This is an optimization exercise on Yosys and OpenROAD, whose aim is small area, a short achievable clock period and few clock cycles, not a production implementation. No activity file was given, so power comes from the tool's default toggle rates.

==> run a <==
==> flow/design.v <==
module lsxgt_value_encoder (
    input  wire        clk,
    input  wire        rst,         
    input  wire [2:0]  dt,          
    input  wire        in_valid,
    output wire        in_ready,
    input  wire [7:0]  in_data,     
    input  wire        in_end,      
    output wire        out_valid,
    input  wire        out_ready,
    output wire [7:0]  out_data,    
    output wire        out_end,     
    output wire [1:0]  out_err,     
    output wire [15:0] out_pos      
);
    localparam [1:0] K_BLK = 2'd1,    
                     K_END = 2'd2,    
                     K_ERR = 2'd3;    
    reg  [71:0] ps;         
    reg         fresh;      
    reg         bad;        
    reg         ovf;        
    reg  [2:0]  pdt;        
    reg  [15:0] pos;        
    reg         drain;      
    reg         hold;       
    reg  [1:0]  hkind;
    reg         hend;
    reg  [1:0]  hcode;
    reg  [71:0] os;         
    reg  [7:1]  oc;         
    reg  [2:0]  olastidx;   
    reg         obusy, oH0, oH1, oV, oE;
    reg  [2:0]  oidx;       
    reg         olast;      
    reg         oend;       
    reg  [1:0]  oerr;
    reg  [2:0]  odt;
    reg  [7:0]  ob;         
    function [3:0] carry10;
        input [8:0] x;
        begin
            carry10[3] = (x >= 9'd205);
            carry10[2] = (x >= 9'd103) && (x < 9'd205);
            carry10[1] = ((x >= 9'd52) && (x < 9'd103)) || ((x >= 9'd154) && (x < 9'd205)) ||
                         (x >= 9'd256);
            carry10[0] = ((x >= 9'd26) && (x < 9'd52)) || ((x >= 9'd77) && (x < 9'd103)) ||
                         ((x >= 9'd128) && (x < 9'd154)) || ((x >= 9'd180) && (x < 9'd205)) ||
                         ((x >= 9'd231) && (x < 9'd256));
        end
    endfunction
    reg [71:0] n_ps;
    reg        ovf_set;
    integer j;
    always @(*) begin : step
        reg [8:0]  v, vp;
        reg [3:0]  b;
        reg [8:0]  s;
        reg        h0;
        for (j = 0; j < 8; j = j + 1) begin
            v  = fresh ? 9'd0 : ps[9*j +: 9];
            vp = (fresh || j == 0) ? 9'd0 : ps[9*(j-1) +: 9];
            b  = (j == 0) ? in_data[3:0] : carry10(vp);
            s  = {v[5:0], 3'd0} + {v[7:0], 1'd0} + {5'd0, b};
            h0 = v[5] ^ v[7] ^ (({1'b0, v[4:0]} + {1'b0, v[6:2]}) >> 5);
            n_ps[9*j +: 9] = {s[8] ^ h0, s[7:0]};
        end
        ovf_set = !fresh && (ps[71:63] >= 9'd26);
    end
    reg [8:0] pcy;
    always @(*) begin : pcarry
        reg [8:0] v;
        pcy[0] = 1'b0;
        for (j = 0; j < 8; j = j + 1) begin
            v = ps[9*j +: 9];
            pcy[j+1] = v[8] | ((&v[7:0]) & pcy[j]);
        end
    end
    wire pc = pcy[8];
    reg [7:0] onz;
    reg [7:0] ge;
    reg [7:1] ocn;
    always @(*) begin : ocarry
        reg [8:0] v;
        reg       any;
        reg       c;
        c = 1'b0;
        for (j = 0; j < 8; j = j + 1) begin
            v = os[9*j +: 9];
            onz[j] = (v != 9'd0);
            if (j > 0) ocn[j] = c;
            c = v[8] | ((&v[7:0]) & c);
        end
        any = 1'b0;
        ge[0] = 1'b1;
        for (j = 7; j >= 1; j = j - 1) begin
            any = any | onz[j];
            ge[j] = any | ocn[j];
        end
    end
    reg [2:0] lastidx;
    reg       novalue;
    always @(*) begin
        novalue = 1'b0;
        case (odt)
            3'd0: lastidx = 3'd0;
            3'd1: begin
                lastidx = ge[7] ? 3'd7 : ge[5] ? 3'd5 : ge[3] ? 3'd3 : 3'd1;
                novalue = !ge[1];
            end
            3'd2: lastidx = ge[6] ? 3'd7 : ge[4] ? 3'd5 : ge[2] ? 3'd3 : 3'd1;
            3'd3: lastidx = ge[4] ? 3'd7 : 3'd3;
            default: lastidx = 3'd7;
        endcase
    end
    wire [2:0] nidx = oH1 ? 3'd0 : (oidx + 3'd1);
    wire [7:0] nsel = os[9*nidx +: 8];
    wire [7:0] ocx = {oc, 1'b0};
    wire [7:0] nbyte = nsel + {7'd0, ocx[nidx]};
    wire beat_in = in_valid && in_ready;
    wire is_comma = (in_data == 8'h2C);
    wire is_digit = (in_data >= 8'h30) && (in_data <= 8'h39);
    wire term = in_end || is_comma;
    wire act = beat_in && term && !drain;
    wire p_unknown = (pdt >= 3'd5);
    wire p_err = p_unknown || bad || ovf || pc;
    wire now_item = act && (!fresh || in_end);
    wire [1:0] now_kind = fresh ? K_END : (p_err ? K_ERR : K_BLK);
    wire [1:0] now_code = p_unknown ? 2'd2 : 2'd1;
    wire ofinal = oE || (olast && !oend);
    wire deliver = obusy && out_ready;
    wire can_load = !obusy || (out_ready && ofinal);
    wire       item  = hold || now_item;
    wire [1:0] ikind = hold ? hkind : now_kind;
    wire       iend  = hold ? hend : in_end;
    wire [1:0] icode = hold ? hcode : now_code;
    wire load = can_load && item;
    wire attach = !hold && now_item && (now_kind == K_END) && !can_load && !oE && !oend;
    wire go_hold = !hold && now_item && !can_load && !attach;
    always @(posedge clk) begin
        if (rst) begin
            fresh <= 1'b1;
            bad   <= 1'b0;
            ovf   <= 1'b0;
            pos   <= 16'd0;
            drain <= 1'b0;
            hold  <= 1'b0;
        end else begin
            if (beat_in && !term) begin
                fresh <= 1'b0;
                if (!is_digit) bad <= 1'b1;
                if (ovf_set) ovf <= 1'b1;
            end
            if (act) begin
                fresh <= 1'b1;
                bad   <= 1'b0;
                ovf   <= 1'b0;
                if (!fresh && p_err)
                    drain <= !in_end;
                else
                    pos <= in_end ? 16'd0 : pos + 16'd1;
            end
            if (beat_in && drain && in_end) begin
                drain <= 1'b0;
                fresh <= 1'b1;
                bad   <= 1'b0;
                ovf   <= 1'b0;
                pos   <= 16'd0;
            end
            if (deliver && oE && (oerr != 2'd0))
                pos <= 16'd0;
            if (go_hold)
                hold <= 1'b1;
            else if (can_load)
                hold <= 1'b0;
        end
        if (beat_in && !term) begin
            ps  <= n_ps;
            pdt <= dt;
        end
        if (go_hold) begin
            hkind <= now_kind;
            hend  <= in_end;
            hcode <= now_code;
        end
        if (can_load) begin
            os  <= ps;
            odt <= pdt;
        end
        if (rst) begin
            obusy <= 1'b0;
            oH0 <= 1'b0; oH1 <= 1'b0; oV <= 1'b0; oE <= 1'b0;
            oerr <= 2'd0;
        end else if (can_load) begin
            obusy <= item;
            oH0   <= item && (ikind == K_BLK);
            oH1   <= 1'b0;
            oV    <= 1'b0;
            oE    <= item && (ikind != K_BLK);
            oerr  <= (item && ikind == K_ERR) ? icode : 2'd0;
            oend  <= iend;
            olast <= 1'b0;
            ob    <= (pdt == 3'd0) ? 8'h01 : 8'h20;
        end else begin
            if (attach)
                oend <= 1'b1;
            if (deliver) begin
                if (oH0) begin
                    oH0   <= 1'b0;
                    oH1   <= 1'b1;
                    ob    <= 8'h00;
                    olast <= novalue;
                    oc    <= ocn;
                    olastidx <= lastidx;
                end
                if (oH1 || oV) begin
                    if (olast) begin
                        oH1 <= 1'b0;
                        oV  <= 1'b0;
                        oE  <= 1'b1;
                    end else begin
                        oH1   <= 1'b0;
                        oV    <= 1'b1;
                        oidx  <= nidx;
                        ob    <= nbyte;
                        olast <= (nidx == olastidx);
                    end
                end
            end
        end
    end
    assign in_ready  = !hold && !(oE && (oerr != 2'd0));
    assign out_valid = obusy;
    assign out_end   = oE;
    assign out_data  = ob;
    assign out_err   = oerr;
    assign out_pos   = (oerr != 2'd0) ? pos : 16'd0;
endmodule
==> flow/run.sh <==
#!/bin/bash
# synth_recipe.tcl (not shown) runs the flow's synth.tcl, then flattens the netlist and writes it again
# the make line also repeats each setting of config.mk as NAME=value (left out here)
make -C /OpenROAD-flow-scripts/flow DESIGN_CONFIG=/design/flow/config.mk WORK_HOME=/design/flow/orfs CLKGATE_MAP_FILE= SYNTH_SCRIPT=/design/flow/synth_recipe.tcl finish
==> flow/config.mk <==
export PLATFORM = sky130hd
export DESIGN_NAME = lsxgt_value_encoder
export DESIGN_NICKNAME = lsxgt_value_encoder
export VERILOG_FILES = /design/flow/design.v
export SDC_FILE = /design/flow/constraint.sdc
export NUM_CORES = 4
export LEC_CHECK = 0
export CAP_MARGIN = 20
export CORE_MARGIN = 2
export CORE_UTILIZATION = 40
export SLEW_MARGIN = 20
==> flow/constraint.sdc <==
create_clock -name core_clock -period 5.0 [get_ports {clk}]
set_input_delay 1.0000 -clock core_clock [delete_from_list [all_inputs] [get_ports {clk}]]
set_output_delay 1.0000 -clock core_clock [all_outputs]
set_load 0.01 [all_outputs]
==> run b (differences from run a) <==
--- a/flow/design.v
+++ b/flow/design.v
@@ -60,4 +60,4 @@
         for (j = 0; j < 8; j = j + 1) begin
-            v  = fresh ? 9'd0 : ps[9*j +: 9];
-            vp = (fresh || j == 0) ? 9'd0 : ps[9*(j-1) +: 9];
+            v  = ps[9*j +: 9];
+            vp = (j == 0) ? 9'd0 : ps[9*(j-1) +: 9];
             b  = (j == 0) ? in_data[3:0] : carry10(vp);
@@ -65,3 +65,6 @@
             h0 = v[5] ^ v[7] ^ (({1'b0, v[4:0]} + {1'b0, v[6:2]}) >> 5);
-            n_ps[9*j +: 9] = {s[8] ^ h0, s[7:0]};
+            if (fresh)
+                n_ps[9*j +: 9] = (j == 0) ? {5'd0, in_data[3:0]} : 9'd0;
+            else
+                n_ps[9*j +: 9] = {s[8] ^ h0, s[7:0]};
         end
==> flow/flow/run.sh (new file) <==
#!/bin/bash
# Standard layout, but with Yosys's adder cell mapping (ADDER_MAP_FILE) turned
# off so that ABC maps the arithmetic for speed itself.
set -euo pipefail
bash standard.sh ADDER_MAP_FILE= finish > standard_flow.log 2>&1
==> flow/standard.sh (new file) <==
#!/bin/bash
# synth_recipe.tcl (not shown) runs the flow's synth.tcl, then flattens the netlist and writes it again
# the make line also repeats each setting of config.mk as NAME=value (left out here)
make -C /OpenROAD-flow-scripts/flow DESIGN_CONFIG=/design/flow/config.mk WORK_HOME=/design/flow/orfs CLKGATE_MAP_FILE= SYNTH_SCRIPT=/design/flow/synth_recipe.tcl "${@:-finish}"
ABC_CLOCK_PERIOD_IN_PS = 1500   (was default)
SETUP_SLACK_MARGIN = 2.5   (was default)
removed: flow/run.sh
==> run c (differences from run a) <==
--- a/flow/design.v
+++ b/flow/design.v
@@ -60,4 +60,4 @@
         for (j = 0; j < 8; j = j + 1) begin
-            v  = fresh ? 9'd0 : ps[9*j +: 9];
-            vp = (fresh || j == 0) ? 9'd0 : ps[9*(j-1) +: 9];
+            v  = ps[9*j +: 9];
+            vp = (j == 0) ? 9'd0 : ps[9*(j-1) +: 9];
             b  = (j == 0) ? in_data[3:0] : carry10(vp);
@@ -65,3 +65,6 @@
             h0 = v[5] ^ v[7] ^ (({1'b0, v[4:0]} + {1'b0, v[6:2]}) >> 5);
-            n_ps[9*j +: 9] = {s[8] ^ h0, s[7:0]};
+            if (fresh)
+                n_ps[9*j +: 9] = (j == 0) ? {5'd0, in_data[3:0]} : 9'd0;
+            else
+                n_ps[9*j +: 9] = {s[8] ^ h0, s[7:0]};
         end
==> flow/flow/run.sh (new file) <==
#!/bin/bash
# Standard layout, but with Yosys's adder cell mapping (ADDER_MAP_FILE) turned
# off so that ABC maps the arithmetic for speed itself.
set -euo pipefail
bash standard.sh ADDER_MAP_FILE= finish > standard_flow.log 2>&1
==> flow/standard.sh (new file) <==
#!/bin/bash
# synth_recipe.tcl (not shown) runs the flow's synth.tcl, then flattens the netlist and writes it again
# the make line also repeats each setting of config.mk as NAME=value (left out here)
make -C /OpenROAD-flow-scripts/flow DESIGN_CONFIG=/design/flow/config.mk WORK_HOME=/design/flow/orfs CLKGATE_MAP_FILE= SYNTH_SCRIPT=/design/flow/synth_recipe.tcl "${@:-finish}"
ABC_CLOCK_PERIOD_IN_PS = 1500   (was default)
SETUP_SLACK_MARGIN = 1.8   (was default)
removed: flow/run.sh
==> notes.md <==
	run a	run b	run c
Height of the die	185 um	192 um	192 um
Result of the run	no timing/DRC/antenna violations	no timing/DRC/antenna violations	no timing/DRC/antenna violations
First DRT Iteration DRCs	838	1341	1015
Depth of the worst register-to-register path	14	10	8
Sum of met3 wire segment lengths after detailed routing	1.36 mm	3.05 mm	1.84 mm
Post-layout utilization of the core	45.9%	57.1%	46.3%
GR Util met1	25.9%	30.9%	28.3%
Total routing usage reported by global routing	18.1%	22.3%	19.1%
Compound-Gate Fraction of Synth Area	14.9%	22.6%	22.6%
Post-layout power	4.26 mW	4.93 mW	4.49 mW
Slowest library cell on the worst path	sky130_fd_sc_hd__fa_1	sky130_fd_sc_hd__edfxtp_1	sky130_fd_sc_hd__clkdlybuf4s50_1
Count of inserted tapcells	442	455	455
Filler instances	3004	2845	3269
No run of this note included a check of the RTL's function; only the layout flow was run.

port drivers added, routing unchanged:
The results above use ideal ports. As a check the final layouts listed here were re-extracted and re-timed, cells and wires unchanged.
Step 1 (the two cells are an assumption about what drives the block):
set clk [get_ports {clk}]
set_driving_cell -lib_cell sky130_fd_sc_hd__clkbuf_16 $clk
set_driving_cell -lib_cell sky130_fd_sc_hd__buf_2 [delete_from_list [all_inputs] $clk]
Step 2 times the ports against the registers' clock, not the clock port: input delays grow and output delays shrink by t, the midpoint of the rising clock arrivals with the driver on.
Three values: no drivers, after step 1, after step 2; two values: the first two.
| run | shift t [ns] | setup WS [ns] | cell pins on the clock port's net |
|---|---|---|---|
| run a | 0.560 | 1.105 / 1.105 / 1.105 | 1 |
| run b | 0.571 | 2.056 / 2.056 / 1.735 | 1 |
| run c | 0.577 | 1.904 / 1.852 / 1.402 | 1 |
After both steps every run listed still meets setup and hold. For run c, which loses most, drivers alone change the setup slack by -0.052 ns; drivers and shift together by -0.502 ns.
